What follows belongs to an exercise in optimizing a design on an open flow for small area, a short achievable clock period and few clock cycles per item; a production flow would make more cautious choices.
In this exercise RTL edits were held to simulation tests only and were not proved equivalent to the original.

File: flow/config.mk
export PLATFORM = sky130hd
export DESIGN_NAME = rtpmix_slot
export DESIGN_NICKNAME = rtpmix_slot
export VERILOG_FILES = /design/flow/design.v
export SDC_FILE = /design/flow/constraint.sdc
export NUM_CORES = 4
export LEC_CHECK = 0
export CAP_MARGIN = 20
export CORE_MARGIN = 2
export CORE_UTILIZATION = 40
export SLEW_MARGIN = 20
File: flow/constraint.sdc
create_clock -name core_clock -period 400.0 [get_ports {clk}]
set_input_delay 80.0000 -clock core_clock [delete_from_list [all_inputs] [get_ports {clk}]]
set_output_delay 80.0000 -clock core_clock [all_outputs]
set_load 0.01 [all_outputs]
File: flow/design.v
module rtpmix_slot (
    input  wire         clk,
    input  wire         rst,           
    input  wire         in_valid,
    output wire         in_ready,
    input  wire [7:0]   in_mask,       
    input  wire [127:0] in_samples,    
    output wire         out_valid,
    input  wire         out_ready,
    output wire         out_present,
    output wire [15:0]  out_data
);
    reg [127:0] rs;
    reg         rp;
    reg         v1;
    integer     l;
    always @(posedge clk) begin
        for (l = 0; l < 8; l = l + 1)
            rs[16*l +: 16] <= in_samples[16*l +: 16] & {16{in_mask[l]}};
        rp <= |in_mask;
    end
    wire [15:0] m1, m2, m3, m4;
    rtpmix_mix u1 (.a(rs[15:0]), .b(rs[31:16]),  .r(m1));
    rtpmix_mix u2 (.a(m1),       .b(rs[47:32]),  .r(m2));
    rtpmix_mix u3 (.a(m2),       .b(rs[63:48]),  .r(m3));
    rtpmix_mix u4 (.a(m3),       .b(rs[79:64]),  .r(m4));
    reg [15:0] ma;
    reg [47:0] ms;
    reg        mp;
    reg        v2;
    always @(posedge clk) begin
        ma <= m4;
        ms <= rs[127:80];
        mp <= rp;
    end
    wire [15:0] m5, m6, m7;
    rtpmix_mix u5 (.a(ma), .b(ms[15:0]),  .r(m5));
    rtpmix_mix u6 (.a(m5), .b(ms[31:16]), .r(m6));
    rtpmix_mix u7 (.a(m6), .b(ms[47:32]), .r(m7));
    wire [16:0] w = {mp, m7};
    reg [16:0] e0, e1, e2, e3;
    reg        f0, f1, f2, f3;         
    wire       pop  = f0 && out_ready;
    wire       push = v2;
    assign in_ready    = !f3 && !(f2 && (v1 || v2)) && !(f1 && v1 && v2);
    assign out_valid   = f0;
    assign out_present = e0[16];
    assign out_data    = e0[15:0];
    wire g0 = pop ? f1 : f0;
    wire g1 = pop ? f2 : f1;
    wire g2 = pop ? f3 : f2;
    always @(posedge clk) begin
        if (push && !g0)          e0 <= w;
        else if (pop)             e0 <= e1;
        if (push && g0 && !g1)    e1 <= w;
        else if (pop)             e1 <= e2;
        if (push && g1 && !g2)    e2 <= w;
        else if (pop)             e2 <= e3;
        if (push && g2)           e3 <= w;
    end
    always @(posedge clk) begin
        if (rst) begin
            v1 <= 1'b0;
            v2 <= 1'b0;
            f0 <= 1'b0;
            f1 <= 1'b0;
            f2 <= 1'b0;
            f3 <= 1'b0;
        end else begin
            v1 <= in_valid && in_ready;
            v2 <= v1;
            if (push && !pop) begin
                f0 <= 1'b1;
                f1 <= f0;
                f2 <= f1;
                f3 <= f2;
            end else if (pop && !push) begin
                f0 <= f1;
                f1 <= f2;
                f2 <= f3;
                f3 <= 1'b0;
            end
        end
    end
endmodule
module rtpmix_mix (
    input  wire [15:0] a,
    input  wire [15:0] b,
    output wire [15:0] r
);
    wire sa = a[15];
    wire sb = b[15];
    wire [14:0] a1 = a[14:0] ^ {15{sa}};
    wire [14:0] b1 = b[14:0] ^ {15{sb}};
    wire n1 = ~(a1[0] & b1[0]);
    wire n2 = ~(a1[0] & b1[1]);
    wire n3 = ~(a1[0] & b1[2]);
    wire n4 = ~(a1[0] & b1[3]);
    wire n5 = ~(a1[0] & b1[4]);
    wire n6 = ~(a1[0] & b1[5]);
    wire n7 = ~(a1[0] & b1[6]);
    wire n8 = ~(a1[0] & b1[7]);
    wire n9 = ~(a1[0] & b1[8]);
    wire n10 = ~(a1[0] & b1[9]);
    wire n11 = ~(a1[0] & b1[10]);
    wire n12 = ~(a1[0] & b1[11]);
    wire n13 = ~(a1[0] & b1[12]);
    wire n14 = ~(a1[0] & b1[13]);
    wire n15 = ~(a1[0] & b1[14]);
    wire n16 = ~(a1[1] & b1[0]);
    wire n17 = ~(a1[1] & b1[1]);
    wire n18 = ~(a1[1] & b1[2]);
    wire n19 = ~(a1[1] & b1[3]);
    wire n20 = ~(a1[1] & b1[4]);
    wire n21 = ~(a1[1] & b1[5]);
    wire n22 = ~(a1[1] & b1[6]);
    wire n23 = ~(a1[1] & b1[7]);
    wire n24 = ~(a1[1] & b1[8]);
    wire n25 = ~(a1[1] & b1[9]);
    wire n26 = ~(a1[1] & b1[10]);
    wire n27 = ~(a1[1] & b1[11]);
    wire n28 = ~(a1[1] & b1[12]);
    wire n29 = ~(a1[1] & b1[13]);
    wire n30 = ~(a1[1] & b1[14]);
    wire n31 = ~(a1[2] & b1[0]);
    wire n32 = ~(a1[2] & b1[1]);
    wire n33 = ~(a1[2] & b1[2]);
    wire n34 = ~(a1[2] & b1[3]);
    wire n35 = ~(a1[2] & b1[4]);
    wire n36 = ~(a1[2] & b1[5]);
    wire n37 = ~(a1[2] & b1[6]);
    wire n38 = ~(a1[2] & b1[7]);
    wire n39 = ~(a1[2] & b1[8]);
    wire n40 = ~(a1[2] & b1[9]);
    wire n41 = ~(a1[2] & b1[10]);
    wire n42 = ~(a1[2] & b1[11]);
    wire n43 = ~(a1[2] & b1[12]);
    wire n44 = ~(a1[2] & b1[13]);
    wire n45 = ~(a1[2] & b1[14]);
    wire n46 = ~(a1[3] & b1[0]);
    wire n47 = ~(a1[3] & b1[1]);
    wire n48 = ~(a1[3] & b1[2]);
    wire n49 = ~(a1[3] & b1[3]);
    wire n50 = ~(a1[3] & b1[4]);
    wire n51 = ~(a1[3] & b1[5]);
    wire n52 = ~(a1[3] & b1[6]);
    wire n53 = ~(a1[3] & b1[7]);
    wire n54 = ~(a1[3] & b1[8]);
    wire n55 = ~(a1[3] & b1[9]);
    wire n56 = ~(a1[3] & b1[10]);
    wire n57 = ~(a1[3] & b1[11]);
    wire n58 = ~(a1[3] & b1[12]);
    wire n59 = ~(a1[3] & b1[13]);
    wire n60 = ~(a1[3] & b1[14]);
    wire n61 = ~(a1[4] & b1[0]);
    wire n62 = ~(a1[4] & b1[1]);
    wire n63 = ~(a1[4] & b1[2]);
    wire n64 = ~(a1[4] & b1[3]);
    wire n65 = ~(a1[4] & b1[4]);
    wire n66 = ~(a1[4] & b1[5]);
    wire n67 = ~(a1[4] & b1[6]);
    wire n68 = ~(a1[4] & b1[7]);
    wire n69 = ~(a1[4] & b1[8]);
    wire n70 = ~(a1[4] & b1[9]);
    wire n71 = ~(a1[4] & b1[10]);
    wire n72 = ~(a1[4] & b1[11]);
    wire n73 = ~(a1[4] & b1[12]);
    wire n74 = ~(a1[4] & b1[13]);
    wire n75 = ~(a1[4] & b1[14]);
    wire n76 = ~(a1[5] & b1[0]);
    wire n77 = ~(a1[5] & b1[1]);
    wire n78 = ~(a1[5] & b1[2]);
    wire n79 = ~(a1[5] & b1[3]);
    wire n80 = ~(a1[5] & b1[4]);
    wire n81 = ~(a1[5] & b1[5]);
    wire n82 = ~(a1[5] & b1[6]);
    wire n83 = ~(a1[5] & b1[7]);
    wire n84 = ~(a1[5] & b1[8]);
    wire n85 = ~(a1[5] & b1[9]);
    wire n86 = ~(a1[5] & b1[10]);
    wire n87 = ~(a1[5] & b1[11]);
    wire n88 = ~(a1[5] & b1[12]);
    wire n89 = ~(a1[5] & b1[13]);
    wire n90 = ~(a1[5] & b1[14]);
    wire n91 = ~(a1[6] & b1[0]);
    wire n92 = ~(a1[6] & b1[1]);
    wire n93 = ~(a1[6] & b1[2]);
    wire n94 = ~(a1[6] & b1[3]);
    wire n95 = ~(a1[6] & b1[4]);
    wire n96 = ~(a1[6] & b1[5]);
    wire n97 = ~(a1[6] & b1[6]);
    wire n98 = ~(a1[6] & b1[7]);
    wire n99 = ~(a1[6] & b1[8]);
    wire n100 = ~(a1[6] & b1[9]);
    wire n101 = ~(a1[6] & b1[10]);
    wire n102 = ~(a1[6] & b1[11]);
    wire n103 = ~(a1[6] & b1[12]);
    wire n104 = ~(a1[6] & b1[13]);
    wire n105 = ~(a1[6] & b1[14]);
    wire n106 = ~(a1[7] & b1[0]);
    wire n107 = ~(a1[7] & b1[1]);
    wire n108 = ~(a1[7] & b1[2]);
    wire n109 = ~(a1[7] & b1[3]);
    wire n110 = ~(a1[7] & b1[4]);
    wire n111 = ~(a1[7] & b1[5]);
    wire n112 = ~(a1[7] & b1[6]);
    wire n113 = ~(a1[7] & b1[7]);
    wire n114 = ~(a1[7] & b1[8]);
    wire n115 = ~(a1[7] & b1[9]);
    wire n116 = ~(a1[7] & b1[10]);
    wire n117 = ~(a1[7] & b1[11]);
    wire n118 = ~(a1[7] & b1[12]);
    wire n119 = ~(a1[7] & b1[13]);
    wire n120 = ~(a1[7] & b1[14]);
    wire n121 = ~(a1[8] & b1[0]);
    wire n122 = ~(a1[8] & b1[1]);
    wire n123 = ~(a1[8] & b1[2]);
    wire n124 = ~(a1[8] & b1[3]);
    wire n125 = ~(a1[8] & b1[4]);
    wire n126 = ~(a1[8] & b1[5]);
    wire n127 = ~(a1[8] & b1[6]);
    wire n128 = ~(a1[8] & b1[7]);
    wire n129 = ~(a1[8] & b1[8]);
    wire n130 = ~(a1[8] & b1[9]);
    wire n131 = ~(a1[8] & b1[10]);
    wire n132 = ~(a1[8] & b1[11]);
    wire n133 = ~(a1[8] & b1[12]);
    wire n134 = ~(a1[8] & b1[13]);
    wire n135 = ~(a1[8] & b1[14]);
    wire n136 = ~(a1[9] & b1[0]);
    wire n137 = ~(a1[9] & b1[1]);
    wire n138 = ~(a1[9] & b1[2]);
    wire n139 = ~(a1[9] & b1[3]);
    wire n140 = ~(a1[9] & b1[4]);
    wire n141 = ~(a1[9] & b1[5]);
    wire n142 = ~(a1[9] & b1[6]);
    wire n143 = ~(a1[9] & b1[7]);
    wire n144 = ~(a1[9] & b1[8]);
    wire n145 = ~(a1[9] & b1[9]);
    wire n146 = ~(a1[9] & b1[10]);
    wire n147 = ~(a1[9] & b1[11]);
    wire n148 = ~(a1[9] & b1[12]);
    wire n149 = ~(a1[9] & b1[13]);
    wire n150 = ~(a1[9] & b1[14]);
    wire n151 = ~(a1[10] & b1[0]);
    wire n152 = ~(a1[10] & b1[1]);
    wire n153 = ~(a1[10] & b1[2]);
    wire n154 = ~(a1[10] & b1[3]);
    wire n155 = ~(a1[10] & b1[4]);
    wire n156 = ~(a1[10] & b1[5]);
    wire n157 = ~(a1[10] & b1[6]);
    wire n158 = ~(a1[10] & b1[7]);
    wire n159 = ~(a1[10] & b1[8]);
    wire n160 = ~(a1[10] & b1[9]);
    wire n161 = ~(a1[10] & b1[10]);
    wire n162 = ~(a1[10] & b1[11]);
    wire n163 = ~(a1[10] & b1[12]);
    wire n164 = ~(a1[10] & b1[13]);
    wire n165 = ~(a1[10] & b1[14]);
    wire n166 = ~(a1[11] & b1[0]);
    wire n167 = ~(a1[11] & b1[1]);
    wire n168 = ~(a1[11] & b1[2]);
    wire n169 = ~(a1[11] & b1[3]);
    wire n170 = ~(a1[11] & b1[4]);
    wire n171 = ~(a1[11] & b1[5]);
    wire n172 = ~(a1[11] & b1[6]);
    wire n173 = ~(a1[11] & b1[7]);
    wire n174 = ~(a1[11] & b1[8]);
    wire n175 = ~(a1[11] & b1[9]);
    wire n176 = ~(a1[11] & b1[10]);
    wire n177 = ~(a1[11] & b1[11]);
    wire n178 = ~(a1[11] & b1[12]);
    wire n179 = ~(a1[11] & b1[13]);
    wire n180 = ~(a1[11] & b1[14]);
    wire n181 = ~(a1[12] & b1[0]);
    wire n182 = ~(a1[12] & b1[1]);
    wire n183 = ~(a1[12] & b1[2]);
    wire n184 = ~(a1[12] & b1[3]);
    wire n185 = ~(a1[12] & b1[4]);
    wire n186 = ~(a1[12] & b1[5]);
    wire n187 = ~(a1[12] & b1[6]);
    wire n188 = ~(a1[12] & b1[7]);
    wire n189 = ~(a1[12] & b1[8]);
    wire n190 = ~(a1[12] & b1[9]);
    wire n191 = ~(a1[12] & b1[10]);
    wire n192 = ~(a1[12] & b1[11]);
    wire n193 = ~(a1[12] & b1[12]);
    wire n194 = ~(a1[12] & b1[13]);
    wire n195 = ~(a1[12] & b1[14]);
    wire n196 = ~(a1[13] & b1[0]);
    wire n197 = ~(a1[13] & b1[1]);
    wire n198 = ~(a1[13] & b1[2]);
    wire n199 = ~(a1[13] & b1[3]);
    wire n200 = ~(a1[13] & b1[4]);
    wire n201 = ~(a1[13] & b1[5]);
    wire n202 = ~(a1[13] & b1[6]);
    wire n203 = ~(a1[13] & b1[7]);
    wire n204 = ~(a1[13] & b1[8]);
    wire n205 = ~(a1[13] & b1[9]);
    wire n206 = ~(a1[13] & b1[10]);
    wire n207 = ~(a1[13] & b1[11]);
    wire n208 = ~(a1[13] & b1[12]);
    wire n209 = ~(a1[13] & b1[13]);
    wire n210 = ~(a1[13] & b1[14]);
    wire n211 = ~(a1[14] & b1[0]);
    wire n212 = ~(a1[14] & b1[1]);
    wire n213 = ~(a1[14] & b1[2]);
    wire n214 = ~(a1[14] & b1[3]);
    wire n215 = ~(a1[14] & b1[4]);
    wire n216 = ~(a1[14] & b1[5]);
    wire n217 = ~(a1[14] & b1[6]);
    wire n218 = ~(a1[14] & b1[7]);
    wire n219 = ~(a1[14] & b1[8]);
    wire n220 = ~(a1[14] & b1[9]);
    wire n221 = ~(a1[14] & b1[10]);
    wire n222 = ~(a1[14] & b1[11]);
    wire n223 = ~(a1[14] & b1[12]);
    wire n224 = ~(a1[14] & b1[13]);
    wire n225 = ~(a1[14] & b1[14]);
    wire n226 = ~(sa & b1[0]);
    wire n227 = ~(sb & a1[0]);
    wire n228 = ~(sa & b1[1]);
    wire n229 = ~(sb & a1[1]);
    wire n230 = ~(sa & b1[2]);
    wire n231 = ~(sb & a1[2]);
    wire n232 = ~(sa & b1[3]);
    wire n233 = ~(sb & a1[3]);
    wire n234 = ~(sa & b1[4]);
    wire n235 = ~(sb & a1[4]);
    wire n236 = ~(sa & b1[5]);
    wire n237 = ~(sb & a1[5]);
    wire n238 = ~(sa & b1[6]);
    wire n239 = ~(sb & a1[6]);
    wire n240 = ~(sa & b1[7]);
    wire n241 = ~(sb & a1[7]);
    wire n242 = ~(sa & b1[8]);
    wire n243 = ~(sb & a1[8]);
    wire n244 = ~(sa & b1[9]);
    wire n245 = ~(sb & a1[9]);
    wire n246 = ~(sa & b1[10]);
    wire n247 = ~(sb & a1[10]);
    wire n248 = ~(sa & b1[11]);
    wire n249 = ~(sb & a1[11]);
    wire n250 = ~(sa & b1[12]);
    wire n251 = ~(sb & a1[12]);
    wire n252 = ~(sa & b1[13]);
    wire n253 = ~(sb & a1[13]);
    wire n254 = ~(sa & b1[14]);
    wire n255 = ~(sb & a1[14]);
    wire n256 = ~(sa & sb);
    wire n257 = n1 ^ n226 ^ n227;
    wire n258 = (n1 & n226) | (n1 & n227) | (n226 & n227);
    wire n259 = n16 ^ n2 ^ n228;
    wire n260 = (n16 & n2) | (n16 & n228) | (n2 & n228);
    wire n261 = n229 ^ n258 ^ n259;
    wire n262 = (n229 & n258) | (n229 & n259) | (n258 & n259);
    wire n263 = n17 ^ n230 ^ n231;
    wire n264 = (n17 & n230) | (n17 & n231) | (n230 & n231);
    wire n265 = n3 ^ n31 ^ n260;
    wire n266 = (n3 & n31) | (n3 & n260) | (n31 & n260);
    wire n267 = n263 ^ n262 ^ n265;
    wire n268 = (n263 & n262) | (n263 & n265) | (n262 & n265);
    wire n269 = n18 ^ n232 ^ n233;
    wire n270 = (n18 & n232) | (n18 & n233) | (n232 & n233);
    wire n271 = n32 ^ n4 ^ n46;
    wire n272 = (n32 & n4) | (n32 & n46) | (n4 & n46);
    wire n273 = n264 ^ n269 ^ n271;
    wire n274 = (n264 & n269) | (n264 & n271) | (n269 & n271);
    wire n275 = n266 ^ n273 ^ n268;
    wire n276 = (n266 & n273) | (n266 & n268) | (n273 & n268);
    wire n277 = n19 ^ n234 ^ n235;
    wire n278 = (n19 & n234) | (n19 & n235) | (n234 & n235);
    wire n279 = n33 ^ n47 ^ n5;
    wire n280 = (n33 & n47) | (n33 & n5) | (n47 & n5);
    wire n281 = n61 ^ n270 ^ n272;
    wire n282 = (n61 & n270) | (n61 & n272) | (n270 & n272);
    wire n283 = n277 ^ n279 ^ n274;
    wire n284 = (n277 & n279) | (n277 & n274) | (n279 & n274);
    wire n285 = n281 ^ n283 ^ n276;
    wire n286 = (n281 & n283) | (n281 & n276) | (n283 & n276);
    wire n287 = n20 ^ n236 ^ n237;
    wire n288 = (n20 & n236) | (n20 & n237) | (n236 & n237);
    wire n289 = n34 ^ n48 ^ n6;
    wire n290 = (n34 & n48) | (n34 & n6) | (n48 & n6);
    wire n291 = n62 ^ n76 ^ n278;
    wire n292 = (n62 & n76) | (n62 & n278) | (n76 & n278);
    wire n293 = n280 ^ n287 ^ n289;
    wire n294 = (n280 & n287) | (n280 & n289) | (n287 & n289);
    wire n295 = n282 ^ n291 ^ n293;
    wire n296 = (n282 & n291) | (n282 & n293) | (n291 & n293);
    wire n297 = n284 ^ n295 ^ n286;
    wire n298 = (n284 & n295) | (n284 & n286) | (n295 & n286);
    wire n299 = n21 ^ n238 ^ n239;
    wire n300 = (n21 & n238) | (n21 & n239) | (n238 & n239);
    wire n301 = n35 ^ n49 ^ n63;
    wire n302 = (n35 & n49) | (n35 & n63) | (n49 & n63);
    wire n303 = n7 ^ n77 ^ n91;
    wire n304 = (n7 & n77) | (n7 & n91) | (n77 & n91);
    wire n305 = n288 ^ n290 ^ n299;
    wire n306 = (n288 & n290) | (n288 & n299) | (n290 & n299);
    wire n307 = n301 ^ n303 ^ n292;
    wire n308 = (n301 & n303) | (n301 & n292) | (n303 & n292);
    wire n309 = n294 ^ n305 ^ n307;
    wire n310 = (n294 & n305) | (n294 & n307) | (n305 & n307);
    wire n311 = n296 ^ n309 ^ n298;
    wire n312 = (n296 & n309) | (n296 & n298) | (n309 & n298);
    wire n313 = n106 ^ n22 ^ n240;
    wire n314 = (n106 & n22) | (n106 & n240) | (n22 & n240);
    wire n315 = n241 ^ n36 ^ n50;
    wire n316 = (n241 & n36) | (n241 & n50) | (n36 & n50);
    wire n317 = n64 ^ n78 ^ n8;
    wire n318 = (n64 & n78) | (n64 & n8) | (n78 & n8);
    wire n319 = n92 ^ n300 ^ n302;
    wire n320 = (n92 & n300) | (n92 & n302) | (n300 & n302);
    wire n321 = n304 ^ n313 ^ n315;
    wire n322 = (n304 & n313) | (n304 & n315) | (n313 & n315);
    wire n323 = n317 ^ n306 ^ n319;
    wire n324 = (n317 & n306) | (n317 & n319) | (n306 & n319);
    wire n325 = n321 ^ n308 ^ n323;
    wire n326 = (n321 & n308) | (n321 & n323) | (n308 & n323);
    wire n327 = n310 ^ n325 ^ n312;
    wire n328 = (n310 & n325) | (n310 & n312) | (n325 & n312);
    wire n329 = n107 ^ n121 ^ n23;
    wire n330 = (n107 & n121) | (n107 & n23) | (n121 & n23);
    wire n331 = n242 ^ n243 ^ n37;
    wire n332 = (n242 & n243) | (n242 & n37) | (n243 & n37);
    wire n333 = n51 ^ n65 ^ n79;
    wire n334 = (n51 & n65) | (n51 & n79) | (n65 & n79);
    wire n335 = n9 ^ n93 ^ n314;
    wire n336 = (n9 & n93) | (n9 & n314) | (n93 & n314);
    wire n337 = n316 ^ n318 ^ n329;
    wire n338 = (n316 & n318) | (n316 & n329) | (n318 & n329);
    wire n339 = n331 ^ n333 ^ n320;
    wire n340 = (n331 & n333) | (n331 & n320) | (n333 & n320);
    wire n341 = n322 ^ n335 ^ n337;
    wire n342 = (n322 & n335) | (n322 & n337) | (n335 & n337);
    wire n343 = n324 ^ n339 ^ n341;
    wire n344 = (n324 & n339) | (n324 & n341) | (n339 & n341);
    wire n345 = n326 ^ n343 ^ n328;
    wire n346 = (n326 & n343) | (n326 & n328) | (n343 & n328);
    wire n347 = n10 ^ n108 ^ n122;
    wire n348 = (n10 & n108) | (n10 & n122) | (n108 & n122);
    wire n349 = n136 ^ n24 ^ n244;
    wire n350 = (n136 & n24) | (n136 & n244) | (n24 & n244);
    wire n351 = n245 ^ n38 ^ n52;
    wire n352 = (n245 & n38) | (n245 & n52) | (n38 & n52);
    wire n353 = n66 ^ n80 ^ n94;
    wire n354 = (n66 & n80) | (n66 & n94) | (n80 & n94);
    wire n355 = n330 ^ n332 ^ n334;
    wire n356 = (n330 & n332) | (n330 & n334) | (n332 & n334);
    wire n357 = n347 ^ n349 ^ n351;
    wire n358 = (n347 & n349) | (n347 & n351) | (n349 & n351);
    wire n359 = n353 ^ n336 ^ n338;
    wire n360 = (n353 & n336) | (n353 & n338) | (n336 & n338);
    wire n361 = n355 ^ n357 ^ n340;
    wire n362 = (n355 & n357) | (n355 & n340) | (n357 & n340);
    wire n363 = n342 ^ n359 ^ n361;
    wire n364 = (n342 & n359) | (n342 & n361) | (n359 & n361);
    wire n365 = n344 ^ n363 ^ n346;
    wire n366 = (n344 & n363) | (n344 & n346) | (n363 & n346);
    wire n367 = n109 ^ n11 ^ n123;
    wire n368 = (n109 & n11) | (n109 & n123) | (n11 & n123);
    wire n369 = n137 ^ n151 ^ n246;
    wire n370 = (n137 & n151) | (n137 & n246) | (n151 & n246);
    wire n371 = n247 ^ n25 ^ n39;
    wire n372 = (n247 & n25) | (n247 & n39) | (n25 & n39);
    wire n373 = n53 ^ n67 ^ n81;
    wire n374 = (n53 & n67) | (n53 & n81) | (n67 & n81);
    wire n375 = n95 ^ n348 ^ n350;
    wire n376 = (n95 & n348) | (n95 & n350) | (n348 & n350);
    wire n377 = n352 ^ n354 ^ n367;
    wire n378 = (n352 & n354) | (n352 & n367) | (n354 & n367);
    wire n379 = n369 ^ n371 ^ n373;
    wire n380 = (n369 & n371) | (n369 & n373) | (n371 & n373);
    wire n381 = n356 ^ n358 ^ n375;
    wire n382 = (n356 & n358) | (n356 & n375) | (n358 & n375);
    wire n383 = n377 ^ n379 ^ n360;
    wire n384 = (n377 & n379) | (n377 & n360) | (n379 & n360);
    wire n385 = n381 ^ n362 ^ n383;
    wire n386 = (n381 & n362) | (n381 & n383) | (n362 & n383);
    wire n387 = n364 ^ n385 ^ n366;
    wire n388 = (n364 & n385) | (n364 & n366) | (n385 & n366);
    wire n389 = n110 ^ n12 ^ n124;
    wire n390 = (n110 & n12) | (n110 & n124) | (n12 & n124);
    wire n391 = n138 ^ n152 ^ n166;
    wire n392 = (n138 & n152) | (n138 & n166) | (n152 & n166);
    wire n393 = n248 ^ n249 ^ n26;
    wire n394 = (n248 & n249) | (n248 & n26) | (n249 & n26);
    wire n395 = n40 ^ n54 ^ n68;
    wire n396 = (n40 & n54) | (n40 & n68) | (n54 & n68);
    wire n397 = n82 ^ n96 ^ n368;
    wire n398 = (n82 & n96) | (n82 & n368) | (n96 & n368);
    wire n399 = n370 ^ n372 ^ n374;
    wire n400 = (n370 & n372) | (n370 & n374) | (n372 & n374);
    wire n401 = n389 ^ n391 ^ n393;
    wire n402 = (n389 & n391) | (n389 & n393) | (n391 & n393);
    wire n403 = n395 ^ n376 ^ n378;
    wire n404 = (n395 & n376) | (n395 & n378) | (n376 & n378);
    wire n405 = n380 ^ n397 ^ n399;
    wire n406 = (n380 & n397) | (n380 & n399) | (n397 & n399);
    wire n407 = n401 ^ n382 ^ n403;
    wire n408 = (n401 & n382) | (n401 & n403) | (n382 & n403);
    wire n409 = n405 ^ n384 ^ n407;
    wire n410 = (n405 & n384) | (n405 & n407) | (n384 & n407);
    wire n411 = n386 ^ n409 ^ n388;
    wire n412 = (n386 & n409) | (n386 & n388) | (n409 & n388);
    wire n413 = n111 ^ n125 ^ n13;
    wire n414 = (n111 & n125) | (n111 & n13) | (n125 & n13);
    wire n415 = n139 ^ n153 ^ n167;
    wire n416 = (n139 & n153) | (n139 & n167) | (n153 & n167);
    wire n417 = n181 ^ n250 ^ n251;
    wire n418 = (n181 & n250) | (n181 & n251) | (n250 & n251);
    wire n419 = n27 ^ n41 ^ n55;
    wire n420 = (n27 & n41) | (n27 & n55) | (n41 & n55);
    wire n421 = n69 ^ n83 ^ n97;
    wire n422 = (n69 & n83) | (n69 & n97) | (n83 & n97);
    wire n423 = n390 ^ n392 ^ n394;
    wire n424 = (n390 & n392) | (n390 & n394) | (n392 & n394);
    wire n425 = n396 ^ n413 ^ n415;
    wire n426 = (n396 & n413) | (n396 & n415) | (n413 & n415);
    wire n427 = n417 ^ n419 ^ n421;
    wire n428 = (n417 & n419) | (n417 & n421) | (n419 & n421);
    wire n429 = n398 ^ n400 ^ n402;
    wire n430 = (n398 & n400) | (n398 & n402) | (n400 & n402);
    wire n431 = n423 ^ n425 ^ n427;
    wire n432 = (n423 & n425) | (n423 & n427) | (n425 & n427);
    wire n433 = n404 ^ n406 ^ n429;
    wire n434 = (n404 & n406) | (n404 & n429) | (n406 & n429);
    wire n435 = n431 ^ n408 ^ n433;
    wire n436 = (n431 & n408) | (n431 & n433) | (n408 & n433);
    wire n437 = n410 ^ n435 ^ n412;
    wire n438 = (n410 & n435) | (n410 & n412) | (n435 & n412);
    wire n439 = n112 ^ n126 ^ n14;
    wire n440 = (n112 & n126) | (n112 & n14) | (n126 & n14);
    wire n441 = n140 ^ n154 ^ n168;
    wire n442 = (n140 & n154) | (n140 & n168) | (n154 & n168);
    wire n443 = n182 ^ n196 ^ n252;
    wire n444 = (n182 & n196) | (n182 & n252) | (n196 & n252);
    wire n445 = n253 ^ n28 ^ n42;
    wire n446 = (n253 & n28) | (n253 & n42) | (n28 & n42);
    wire n447 = n56 ^ n70 ^ n84;
    wire n448 = (n56 & n70) | (n56 & n84) | (n70 & n84);
    wire n449 = n98 ^ n414 ^ n416;
    wire n450 = (n98 & n414) | (n98 & n416) | (n414 & n416);
    wire n451 = n418 ^ n420 ^ n422;
    wire n452 = (n418 & n420) | (n418 & n422) | (n420 & n422);
    wire n453 = n439 ^ n441 ^ n443;
    wire n454 = (n439 & n441) | (n439 & n443) | (n441 & n443);
    wire n455 = n445 ^ n447 ^ n424;
    wire n456 = (n445 & n447) | (n445 & n424) | (n447 & n424);
    wire n457 = n426 ^ n428 ^ n449;
    wire n458 = (n426 & n428) | (n426 & n449) | (n428 & n449);
    wire n459 = n451 ^ n453 ^ n430;
    wire n460 = (n451 & n453) | (n451 & n430) | (n453 & n430);
    wire n461 = n455 ^ n432 ^ n457;
    wire n462 = (n455 & n432) | (n455 & n457) | (n432 & n457);
    wire n463 = n434 ^ n459 ^ n461;
    wire n464 = (n434 & n459) | (n434 & n461) | (n459 & n461);
    wire n465 = n436 ^ n463 ^ n438;
    wire n466 = (n436 & n463) | (n436 & n438) | (n463 & n438);
    wire n467 = n113 ^ n127 ^ n141;
    wire n468 = (n113 & n127) | (n113 & n141) | (n127 & n141);
    wire n469 = n15 ^ n155 ^ n169;
    wire n470 = (n15 & n155) | (n15 & n169) | (n155 & n169);
    wire n471 = n183 ^ n197 ^ n211;
    wire n472 = (n183 & n197) | (n183 & n211) | (n197 & n211);
    wire n473 = n254 ^ n255 ^ n29;
    wire n474 = (n254 & n255) | (n254 & n29) | (n255 & n29);
    wire n475 = n43 ^ n57 ^ n71;
    wire n476 = (n43 & n57) | (n43 & n71) | (n57 & n71);
    wire n477 = n85 ^ n99 ^ n440;
    wire n478 = (n85 & n99) | (n85 & n440) | (n99 & n440);
    wire n479 = n442 ^ n444 ^ n446;
    wire n480 = (n442 & n444) | (n442 & n446) | (n444 & n446);
    wire n481 = n448 ^ n467 ^ n469;
    wire n482 = (n448 & n467) | (n448 & n469) | (n467 & n469);
    wire n483 = n471 ^ n473 ^ n475;
    wire n484 = (n471 & n473) | (n471 & n475) | (n473 & n475);
    wire n485 = n450 ^ n452 ^ n454;
    wire n486 = (n450 & n452) | (n450 & n454) | (n452 & n454);
    wire n487 = n477 ^ n479 ^ n481;
    wire n488 = (n477 & n479) | (n477 & n481) | (n479 & n481);
    wire n489 = n483 ^ n456 ^ n458;
    wire n490 = (n483 & n456) | (n483 & n458) | (n456 & n458);
    wire n491 = n485 ^ n487 ^ n460;
    wire n492 = (n485 & n487) | (n485 & n460) | (n487 & n460);
    wire n493 = n462 ^ n489 ^ n491;
    wire n494 = (n462 & n489) | (n462 & n491) | (n489 & n491);
    wire n495 = n464 ^ n493 ^ n466;
    wire n496 = (n464 & n493) | (n464 & n466) | (n493 & n466);
    wire n497 = n100 ^ n114 ^ n128;
    wire n498 = (n100 & n114) | (n100 & n128) | (n114 & n128);
    wire n499 = n142 ^ n156 ^ n170;
    wire n500 = (n142 & n156) | (n142 & n170) | (n156 & n170);
    wire n501 = n184 ^ n198 ^ n212;
    wire n502 = (n184 & n198) | (n184 & n212) | (n198 & n212);
    wire n503 = n30 ^ n44 ^ n58;
    wire n504 = (n30 & n44) | (n30 & n58) | (n44 & n58);
    wire n505 = n72 ^ n86 ^ n468;
    wire n506 = (n72 & n86) | (n72 & n468) | (n86 & n468);
    wire n507 = n470 ^ n472 ^ n474;
    wire n508 = (n470 & n472) | (n470 & n474) | (n472 & n474);
    wire n509 = n476 ^ n497 ^ n499;
    wire n510 = (n476 & n497) | (n476 & n499) | (n497 & n499);
    wire n511 = n501 ^ n503 ^ n478;
    wire n512 = (n501 & n503) | (n501 & n478) | (n503 & n478);
    wire n513 = n480 ^ n482 ^ n484;
    wire n514 = (n480 & n482) | (n480 & n484) | (n482 & n484);
    wire n515 = n505 ^ n507 ^ n509;
    wire n516 = (n505 & n507) | (n505 & n509) | (n507 & n509);
    wire n517 = n486 ^ n511 ^ n488;
    wire n518 = (n486 & n511) | (n486 & n488) | (n511 & n488);
    wire n519 = n513 ^ n515 ^ n490;
    wire n520 = (n513 & n515) | (n513 & n490) | (n515 & n490);
    wire n521 = n517 ^ n492 ^ n519;
    wire n522 = (n517 & n492) | (n517 & n519) | (n492 & n519);
    wire n523 = n494 ^ n521 ^ n496;
    wire n524 = (n494 & n521) | (n494 & n496) | (n521 & n496);
    wire n525 = n101 ^ n115 ^ n129;
    wire n526 = (n101 & n115) | (n101 & n129) | (n115 & n129);
    wire n527 = n143 ^ n157 ^ n171;
    wire n528 = (n143 & n157) | (n143 & n171) | (n157 & n171);
    wire n529 = n185 ^ n199 ^ n213;
    wire n530 = (n185 & n199) | (n185 & n213) | (n199 & n213);
    wire n531 = n45 ^ n59 ^ n73;
    wire n532 = (n45 & n59) | (n45 & n73) | (n59 & n73);
    wire n533 = n87 ^ n498 ^ n500;
    wire n534 = (n87 & n498) | (n87 & n500) | (n498 & n500);
    wire n535 = n502 ^ n504 ^ n525;
    wire n536 = (n502 & n504) | (n502 & n525) | (n504 & n525);
    wire n537 = n527 ^ n529 ^ n531;
    wire n538 = (n527 & n529) | (n527 & n531) | (n529 & n531);
    wire n539 = n506 ^ n508 ^ n510;
    wire n540 = (n506 & n508) | (n506 & n510) | (n508 & n510);
    wire n541 = n533 ^ n535 ^ n537;
    wire n542 = (n533 & n535) | (n533 & n537) | (n535 & n537);
    wire n543 = n512 ^ n514 ^ n516;
    wire n544 = (n512 & n514) | (n512 & n516) | (n514 & n516);
    wire n545 = n539 ^ n541 ^ n518;
    wire n546 = (n539 & n541) | (n539 & n518) | (n541 & n518);
    wire n547 = n543 ^ n520 ^ n545;
    wire n548 = (n543 & n520) | (n543 & n545) | (n520 & n545);
    wire n549 = n522 ^ n547 ^ n524;
    wire n550 = (n522 & n547) | (n522 & n524) | (n547 & n524);
    wire n551 = n102 ^ n116 ^ n130;
    wire n552 = (n102 & n116) | (n102 & n130) | (n116 & n130);
    wire n553 = n144 ^ n158 ^ n172;
    wire n554 = (n144 & n158) | (n144 & n172) | (n158 & n172);
    wire n555 = n186 ^ n200 ^ n214;
    wire n556 = (n186 & n200) | (n186 & n214) | (n200 & n214);
    wire n557 = n60 ^ n74 ^ n88;
    wire n558 = (n60 & n74) | (n60 & n88) | (n74 & n88);
    wire n559 = n526 ^ n528 ^ n530;
    wire n560 = (n526 & n528) | (n526 & n530) | (n528 & n530);
    wire n561 = n532 ^ n551 ^ n553;
    wire n562 = (n532 & n551) | (n532 & n553) | (n551 & n553);
    wire n563 = n555 ^ n557 ^ n534;
    wire n564 = (n555 & n557) | (n555 & n534) | (n557 & n534);
    wire n565 = n536 ^ n538 ^ n559;
    wire n566 = (n536 & n538) | (n536 & n559) | (n538 & n559);
    wire n567 = n561 ^ n540 ^ n563;
    wire n568 = (n561 & n540) | (n561 & n563) | (n540 & n563);
    wire n569 = n542 ^ n565 ^ n544;
    wire n570 = (n542 & n565) | (n542 & n544) | (n565 & n544);
    wire n571 = n567 ^ n546 ^ n569;
    wire n572 = (n567 & n546) | (n567 & n569) | (n546 & n569);
    wire n573 = n548 ^ n571 ^ n550;
    wire n574 = (n548 & n571) | (n548 & n550) | (n571 & n550);
    wire n575 = n103 ^ n117 ^ n131;
    wire n576 = (n103 & n117) | (n103 & n131) | (n117 & n131);
    wire n577 = n145 ^ n159 ^ n173;
    wire n578 = (n145 & n159) | (n145 & n173) | (n159 & n173);
    wire n579 = n187 ^ n201 ^ n215;
    wire n580 = (n187 & n201) | (n187 & n215) | (n201 & n215);
    wire n581 = n75 ^ n89 ^ n552;
    wire n582 = (n75 & n89) | (n75 & n552) | (n89 & n552);
    wire n583 = n554 ^ n556 ^ n558;
    wire n584 = (n554 & n556) | (n554 & n558) | (n556 & n558);
    wire n585 = n575 ^ n577 ^ n579;
    wire n586 = (n575 & n577) | (n575 & n579) | (n577 & n579);
    wire n587 = n560 ^ n562 ^ n581;
    wire n588 = (n560 & n562) | (n560 & n581) | (n562 & n581);
    wire n589 = n583 ^ n585 ^ n564;
    wire n590 = (n583 & n585) | (n583 & n564) | (n585 & n564);
    wire n591 = n566 ^ n587 ^ n568;
    wire n592 = (n566 & n587) | (n566 & n568) | (n587 & n568);
    wire n593 = n589 ^ n570 ^ n591;
    wire n594 = (n589 & n570) | (n589 & n591) | (n570 & n591);
    wire n595 = n572 ^ n593 ^ n574;
    wire n596 = (n572 & n593) | (n572 & n574) | (n593 & n574);
    wire n597 = n104 ^ n118 ^ n132;
    wire n598 = (n104 & n118) | (n104 & n132) | (n118 & n132);
    wire n599 = n146 ^ n160 ^ n174;
    wire n600 = (n146 & n160) | (n146 & n174) | (n160 & n174);
    wire n601 = n188 ^ n202 ^ n216;
    wire n602 = (n188 & n202) | (n188 & n216) | (n202 & n216);
    wire n603 = n90 ^ n576 ^ n578;
    wire n604 = (n90 & n576) | (n90 & n578) | (n576 & n578);
    wire n605 = n580 ^ n597 ^ n599;
    wire n606 = (n580 & n597) | (n580 & n599) | (n597 & n599);
    wire n607 = n601 ^ n582 ^ n584;
    wire n608 = (n601 & n582) | (n601 & n584) | (n582 & n584);
    wire n609 = n586 ^ n603 ^ n605;
    wire n610 = (n586 & n603) | (n586 & n605) | (n603 & n605);
    wire n611 = n588 ^ n607 ^ n590;
    wire n612 = (n588 & n607) | (n588 & n590) | (n607 & n590);
    wire n613 = n609 ^ n592 ^ n611;
    wire n614 = (n609 & n592) | (n609 & n611) | (n592 & n611);
    wire n615 = n594 ^ n613 ^ n596;
    wire n616 = (n594 & n613) | (n594 & n596) | (n613 & n596);
    wire n617 = n105 ^ n119 ^ n133;
    wire n618 = (n105 & n119) | (n105 & n133) | (n119 & n133);
    wire n619 = n147 ^ n161 ^ n175;
    wire n620 = (n147 & n161) | (n147 & n175) | (n161 & n175);
    wire n621 = n189 ^ n203 ^ n217;
    wire n622 = (n189 & n203) | (n189 & n217) | (n203 & n217);
    wire n623 = n598 ^ n600 ^ n602;
    wire n624 = (n598 & n600) | (n598 & n602) | (n600 & n602);
    wire n625 = n617 ^ n619 ^ n621;
    wire n626 = (n617 & n619) | (n617 & n621) | (n619 & n621);
    wire n627 = n604 ^ n606 ^ n623;
    wire n628 = (n604 & n606) | (n604 & n623) | (n606 & n623);
    wire n629 = n625 ^ n608 ^ n610;
    wire n630 = (n625 & n608) | (n625 & n610) | (n608 & n610);
    wire n631 = n627 ^ n612 ^ n629;
    wire n632 = (n627 & n612) | (n627 & n629) | (n612 & n629);
    wire n633 = n614 ^ n631 ^ n616;
    wire n634 = (n614 & n631) | (n614 & n616) | (n631 & n616);
    wire n635 = n120 ^ n134 ^ n148;
    wire n636 = (n120 & n134) | (n120 & n148) | (n134 & n148);
    wire n637 = n162 ^ n176 ^ n190;
    wire n638 = (n162 & n176) | (n162 & n190) | (n176 & n190);
    wire n639 = n204 ^ n218 ^ n618;
    wire n640 = (n204 & n218) | (n204 & n618) | (n218 & n618);
    wire n641 = n620 ^ n622 ^ n635;
    wire n642 = (n620 & n622) | (n620 & n635) | (n622 & n635);
    wire n643 = n637 ^ n624 ^ n626;
    wire n644 = (n637 & n624) | (n637 & n626) | (n624 & n626);
    wire n645 = n639 ^ n641 ^ n628;
    wire n646 = (n639 & n641) | (n639 & n628) | (n641 & n628);
    wire n647 = n643 ^ n630 ^ n645;
    wire n648 = (n643 & n630) | (n643 & n645) | (n630 & n645);
    wire n649 = n632 ^ n647 ^ n634;
    wire n650 = (n632 & n647) | (n632 & n634) | (n647 & n634);
    wire n651 = n135 ^ n149 ^ n163;
    wire n652 = (n135 & n149) | (n135 & n163) | (n149 & n163);
    wire n653 = n177 ^ n191 ^ n205;
    wire n654 = (n177 & n191) | (n177 & n205) | (n191 & n205);
    wire n655 = n219 ^ n636 ^ n638;
    wire n656 = (n219 & n636) | (n219 & n638) | (n636 & n638);
    wire n657 = n651 ^ n653 ^ n640;
    wire n658 = (n651 & n653) | (n651 & n640) | (n653 & n640);
    wire n659 = n642 ^ n655 ^ n644;
    wire n660 = (n642 & n655) | (n642 & n644) | (n655 & n644);
    wire n661 = n657 ^ n646 ^ n659;
    wire n662 = (n657 & n646) | (n657 & n659) | (n646 & n659);
    wire n663 = n648 ^ n661 ^ n650;
    wire n664 = (n648 & n661) | (n648 & n650) | (n661 & n650);
    wire n665 = n150 ^ n164 ^ n178;
    wire n666 = (n150 & n164) | (n150 & n178) | (n164 & n178);
    wire n667 = n192 ^ n206 ^ n220;
    wire n668 = (n192 & n206) | (n192 & n220) | (n206 & n220);
    wire n669 = n652 ^ n654 ^ n665;
    wire n670 = (n652 & n654) | (n652 & n665) | (n654 & n665);
    wire n671 = n667 ^ n656 ^ n669;
    wire n672 = (n667 & n656) | (n667 & n669) | (n656 & n669);
    wire n673 = n658 ^ n671 ^ n660;
    wire n674 = (n658 & n671) | (n658 & n660) | (n671 & n660);
    wire n675 = n662 ^ n673 ^ n664;
    wire n676 = (n662 & n673) | (n662 & n664) | (n673 & n664);
    wire n677 = n165 ^ n179 ^ n193;
    wire n678 = (n165 & n179) | (n165 & n193) | (n179 & n193);
    wire n679 = n207 ^ n221 ^ n666;
    wire n680 = (n207 & n221) | (n207 & n666) | (n221 & n666);
    wire n681 = n668 ^ n677 ^ n670;
    wire n682 = (n668 & n677) | (n668 & n670) | (n677 & n670);
    wire n683 = n679 ^ n672 ^ n681;
    wire n684 = (n679 & n672) | (n679 & n681) | (n672 & n681);
    wire n685 = n683 ^ n674 ^ n676;
    wire n686 = (n683 & n674) | (n683 & n676) | (n674 & n676);
    wire n687 = n180 ^ n194 ^ n208;
    wire n688 = (n180 & n194) | (n180 & n208) | (n194 & n208);
    wire n689 = n222 ^ n678 ^ n687;
    wire n690 = (n222 & n678) | (n222 & n687) | (n678 & n687);
    wire n691 = n680 ^ n689 ^ n682;
    wire n692 = (n680 & n689) | (n680 & n682) | (n689 & n682);
    wire n693 = n684 ^ n691 ^ n686;
    wire n694 = (n684 & n691) | (n684 & n686) | (n691 & n686);
    wire n695 = n195 ^ n209 ^ n223;
    wire n696 = (n195 & n209) | (n195 & n223) | (n209 & n223);
    wire n697 = n688 ^ n695 ^ n690;
    wire n698 = (n688 & n695) | (n688 & n690) | (n695 & n690);
    wire n699 = n697 ^ n692 ^ n694;
    wire n700 = (n697 & n692) | (n697 & n694) | (n692 & n694);
    wire n701 = n210 ^ n224 ^ n696;
    wire n702 = (n210 & n224) | (n210 & n696) | (n224 & n696);
    wire n703 = n701 ^ n698 ^ n700;
    wire n704 = (n701 & n698) | (n701 & n700) | (n698 & n700);
    wire n705 = n225 ^ n702 ^ n704;
    wire n706 = (n225 & n702) | (n225 & n704) | (n702 & n704);
    wire n707 = ~(n256 ^ n257);
    wire n708 = n256 | n257;
    wire n709 = ~(n261 ^ n708);
    wire n710 = n261 | n708;
    wire n711 = ~(n267 ^ n710);
    wire n712 = n267 | n710;
    wire n713 = ~(n275 ^ n712);
    wire n714 = n275 | n712;
    wire n715 = ~(n285 ^ n714);
    wire n716 = n285 | n714;
    wire n717 = ~(n297 ^ n716);
    wire n718 = n297 | n716;
    wire n719 = ~(n311 ^ n718);
    wire n720 = n311 | n718;
    wire n721 = ~(n327 ^ n720);
    wire n722 = n327 | n720;
    wire n723 = ~(n345 ^ n722);
    wire n724 = n345 | n722;
    wire n725 = ~(n365 ^ n724);
    wire n726 = n365 | n724;
    wire n727 = ~(n387 ^ n726);
    wire n728 = n387 | n726;
    wire n729 = ~(n411 ^ n728);
    wire n730 = n411 | n728;
    wire n731 = ~(n437 ^ n730);
    wire n732 = n437 | n730;
    wire n733 = ~(n465 ^ n732);
    wire n734 = n465 | n732;
    wire n735 = ~(n495 ^ n734);
    wire n736 = n495 | n734;
    wire n737 = ~(n523 ^ n736);
    wire n738 = n523 | n736;
    wire n739 = ~(n549 ^ n738);
    wire n740 = n549 | n738;
    wire n741 = ~(n573 ^ n740);
    wire n742 = n573 | n740;
    wire n743 = ~(n595 ^ n742);
    wire n744 = n595 | n742;
    wire n745 = ~(n615 ^ n744);
    wire n746 = n615 | n744;
    wire n747 = ~(n633 ^ n746);
    wire n748 = n633 | n746;
    wire n749 = ~(n649 ^ n748);
    wire n750 = n649 | n748;
    wire n751 = ~(n663 ^ n750);
    wire n752 = n663 | n750;
    wire n753 = ~(n675 ^ n752);
    wire n754 = n675 | n752;
    wire n755 = ~(n685 ^ n754);
    wire n756 = n685 | n754;
    wire n757 = ~(n693 ^ n756);
    wire n758 = n693 | n756;
    wire n759 = ~(n699 ^ n758);
    wire n760 = n699 | n758;
    wire n761 = ~(n703 ^ n760);
    wire n762 = n703 | n760;
    wire n763 = ~(n705 ^ n762);
    wire n764 = n705 | n762;
    wire n765 = ~(n706 ^ n764);
    wire n766 = n706 | n764;
    wire [30:0] nx = {n766, n765, n763, n761, n759, n757, n755, n753, n751, n749, n747, n745, n743, n741, n739, n737, n735, n733, n731, n729, n727, n725, n723, n721, n719, n717, n715, n713, n711, n709, n707};
    wire [15:0] nh = nx[30:15];
    wire [14:0] nl = nx[14:0];
    wire [15:0] nk;
    assign nk[0] = 1'b0;
    genvar i;
    generate for (i = 0; i < 15; i = i + 1) begin : cmp
        assign nk[i+1] = (nl[i] & nh[i]) | (nl[i] & nk[i]) | (nh[i] & nk[i]);
    end endgenerate
    wire c   = ~(nk[15] & nh[15]);
    wire neg = ~sa & ~sb;                  
    wire [15:0] hq = ~nh ^ {16{neg}};
    wire cin = c ^ neg;
    wire [16:0] cab;
    wire [15:0] sab;
    assign cab[0] = 1'b0;
    generate for (i = 0; i < 16; i = i + 1) begin : ab
        assign sab[i]   = a[i] ^ b[i] ^ cab[i];
        assign cab[i+1] = (a[i] & b[i]) | (a[i] & cab[i]) | (b[i] & cab[i]);
    end endgenerate
    wire [16:0] cr;
    wire [15:0] rp;
    assign cr[0] = 1'b0;
    generate for (i = 0; i < 16; i = i + 1) begin : rr
        assign rp[i]   = sab[i] ^ hq[i] ^ cr[i];
        assign cr[i+1] = (sab[i] & hq[i]) | (sab[i] & cr[i]) | (hq[i] & cr[i]);
    end endgenerate
    wire [16:0] pa;
    assign pa[0] = cin;
    generate for (i = 0; i < 16; i = i + 1) begin : inc
        assign r[i]    = rp[i] ^ pa[i];
        assign pa[i+1] = pa[i] & rp[i];
    end endgenerate
endmodule
File: flow/run.sh
#!/bin/bash
# synth_recipe.tcl (not shown) runs the flow's synth.tcl, then flattens the netlist and writes it again
# the make line also repeats each setting of config.mk as NAME=value (left out here)
make -C /OpenROAD-flow-scripts/flow DESIGN_CONFIG=/design/flow/config.mk WORK_HOME=/design/flow/orfs CLKGATE_MAP_FILE= SYNTH_SCRIPT=/design/flow/synth_recipe.tcl finish
==> run summary <==
-- final cells by class --
| class | instances | area [um2] | area share [%] |
|---|---|---|---|
| Clock buffer | 44 | 965 | 1.31 |
| Inverter | 1714 | 6430 | 8.71 |
| Tap cell | 2204 | 2760 | 3.73 |
| Multi-Input combinational cell | 4776 | 54200 | 73.4 |
| Clock inverter | 20 | 218 | 0.295 |
| Timing Repair Buffer | 378 | 3240 | 4.39 |
| Antenna cell | 1 | 2.50 | 0.00339 |
| Sequential cell | 268 | 6050 | 8.19 |
-- state kept, by name, indices dropped and copies added (netlist names) --
name,cells
e0,17
e1,17
e2,17
e3,17
f0,1
f1,1
f2,1
f3,1
ma,16
mp,1
ms,48
rp,1
rs,128
v1,1
v2,1
-- worst max-delay path, stage by stage (launching register included) --
cell and delay (ns):
dfxtp_1 0.37, a21o_1 0.20, a221oi_1 0.32, clkdlybuf4s50_1 0.61
-- cell usage after synthesis, types with 17 or more instances --
master,number
fa_1,1771
inv_1,1712
nor2_1,1404
ha_1,341
xnor2_1,300
clkbuf_1,236
dfxtp_1,200
nand2_1,173
and2_1,136
or2_2,135
xor2_1,126
nand2b_1,107
edfxtp_1,68
mux2_2,50
o21ai_0,29
o22ai_1,27
a21oi_1,21
a22oi_1,19
buf_1,17
nor2b_1,17
-- stage by stage --
stage	area [um2]	hold slack, ns	setup WS [ns]
5_1_grt	73900	0.328	317.83
3_3_place_gp	72700	0.313	317.59
4_1_cts	73900	0.326	317.87
2_1_floorplan	67400	0.310	318.04
3_5_place_dp	72700	0.312	317.49
6_report	73900	0.326	317.90
-- routing by layer --
metal	vias to the layer above	part of all wire, %	global-route usage, %
li1	20200	-	-
met4	0	5.2	10.5
met5	-	0	0
met2	1947	49	38.3
met3	425	7.0	3.36
met1	24300	39	28.2
-- layout by cell type (no fill, tap or decap), types with 21 or more instances in the layout --
cell type,Yosys,final
fa_1,1771,1771
inv_1,1712,1712
nor2_1,1404,1404
ha_1,341,341
xnor2_1,300,274
buf_4,1,219
dfxtp_1,200,198
nand2_1,173,173
clkdlybuf4s50_1,0,158
and2_1,136,136
or2_2,135,135
xor2_1,126,111
nand2b_1,107,107
edfxtp_1,68,68
mux2_2,50,50
clkbuf_16,0,36
xnor2_2,3,29
o21ai_0,29,29
o22ai_1,27,27
a21oi_1,21,21
-- cell families after synthesis --
logic type | synth area share (%)
fa+ha+maj | 59.0
simple gates | 12.9
buf+inv | 11.1
flops | 8.97
xor+xnor | 5.64
mux | 0.865
compound gates | 1.54
-- final timing paths --
path	startpoint	end	slack, ns	depth (start not counted)
worst max-delay path	v2$_SDFF_PP0_	in_ready	317.90	3
worst min register to register	rs[120]$_DFF_P_	ms[40]$_DFF_P_	0.33	0
worst max register to register	rs[15]$_DFF_P_	ma[15]$_DFF_P_	334.09	241
worst min-delay path	rs[120]$_DFF_P_	ms[40]$_DFF_P_	0.33	0
==> run summary <==
status no timing/DRC/antenna violations; post-synth top area cell fa_1; I/O pin total 159; clock tree buffer depth 3; critical path type register to output pin; share of cells above drive strength 1 approximately 7.2%; wire per inst about 20 um; Setup TNS Final 0 ns; final hold viol count 0; Initial Util 40.3%; Setup violations, final 0; final core occ between 40 and 50%; Area contributors post-synth fa_1 (53%), inv_1 (9.5%), nor2_1 (7.8%); crit path DAT 2.10 ns; die extent in y 415 um; CORE AREA 167,000 um2; H-tree levels 2; Slew Limit Fails 0; cells after synthesis 7,027; Synth top area share a little over half; Initial DRT Pass Iterations 5; cts-stage hold buffer count 0; cell total after placement about 9,300; Rows 150; Starting DRT DRC Count 3,140; Tmin final just over 80 ns; Peak Freq between 10 and 15 MHz; Hold Path Class register to register; GPL Wtd Cong approximately 0.90; fill cell count 16,000; Skew-Pair Late Insertion Delay 0.66 ns; post-synth cell types 61; wirelength, routed 189 mm; yosys warns 1; slew of the pin with the lowest slew margin 1.20 ns; DRC viols 0; largest net degree at the start of global routing 41; clk sinks 268; vias in the first global route 52,800; CP endpoint kind output pin; Max Cap Violations 0; CTS tree done; Net Count, Synth 9,279; CP Max Fanout 7; DR vias/cell 4.98; clock slew at reported path FFs 0.05 ns; sequential fraction of the synthesis area ~9%; Post-Layout Cell Count ~9,400; Vias 46,900; number of register bits inferred by synthesis 268; post-synthesis area per instance 9.59 um2; Rel. slew slack 20.2%; RSZ-0062 raised after global routing false; cts bufs inserted 36; Worst EP required around 320 ns; Die Width around 410 um; ys async rst share 0%; Final period util 20.5%; CTS root buf clkbuf_16; Post-CTS Setup Repair Bufs 0; clock skew 0.0596 ns; first-pass GRT wire length 298 mm; hpwl dp 149 mm; global route overflow 0; initial antenna violation count 3; # resized after CTS 0; Port-buffer cells 158; EDFF count, synth 68; Area Overhead vs Synth 9.59%; die area approximately 170,000 um2; critical path startpoint category register; Detail Route Antenna Nets 0; fin nets around 9,400; prevailing post-synth register cell dfxtp_1; Cell Area, Synth 67,400 um2; All-Layer GR Usage 22.5%
Testbench counts, summed over its fixed seeds: cycles 32,024, items 32,000.

## re-timing with driven ports
The flow's constraints put no driver on any port. The routed layout listed below was extracted and timed again, unchanged, in two steps.
Step 1 sets driving cells, clkbuf_16 on the clock port and buf_2 on the other inputs (assumed; they add their load-dependent delay and slew).
Step 2 also shifts input and output timing later by t, the mid clock arrival at the registers, as if the neighbouring blocks saw the same clock.
a / b / c = ideal ports / drivers / drivers and shift; a / b = the first two.
t (ns): 0.705
setup slack, ns: 317.902 / 317.823 / 317.485
worst slew at a driven data input, ns: 0.04
pins driven straight from the clock port: 1
After both steps setup and hold are still met in this run. The setup slack of this run moves by -0.079 ns with the drivers and by -0.417 ns with both steps.
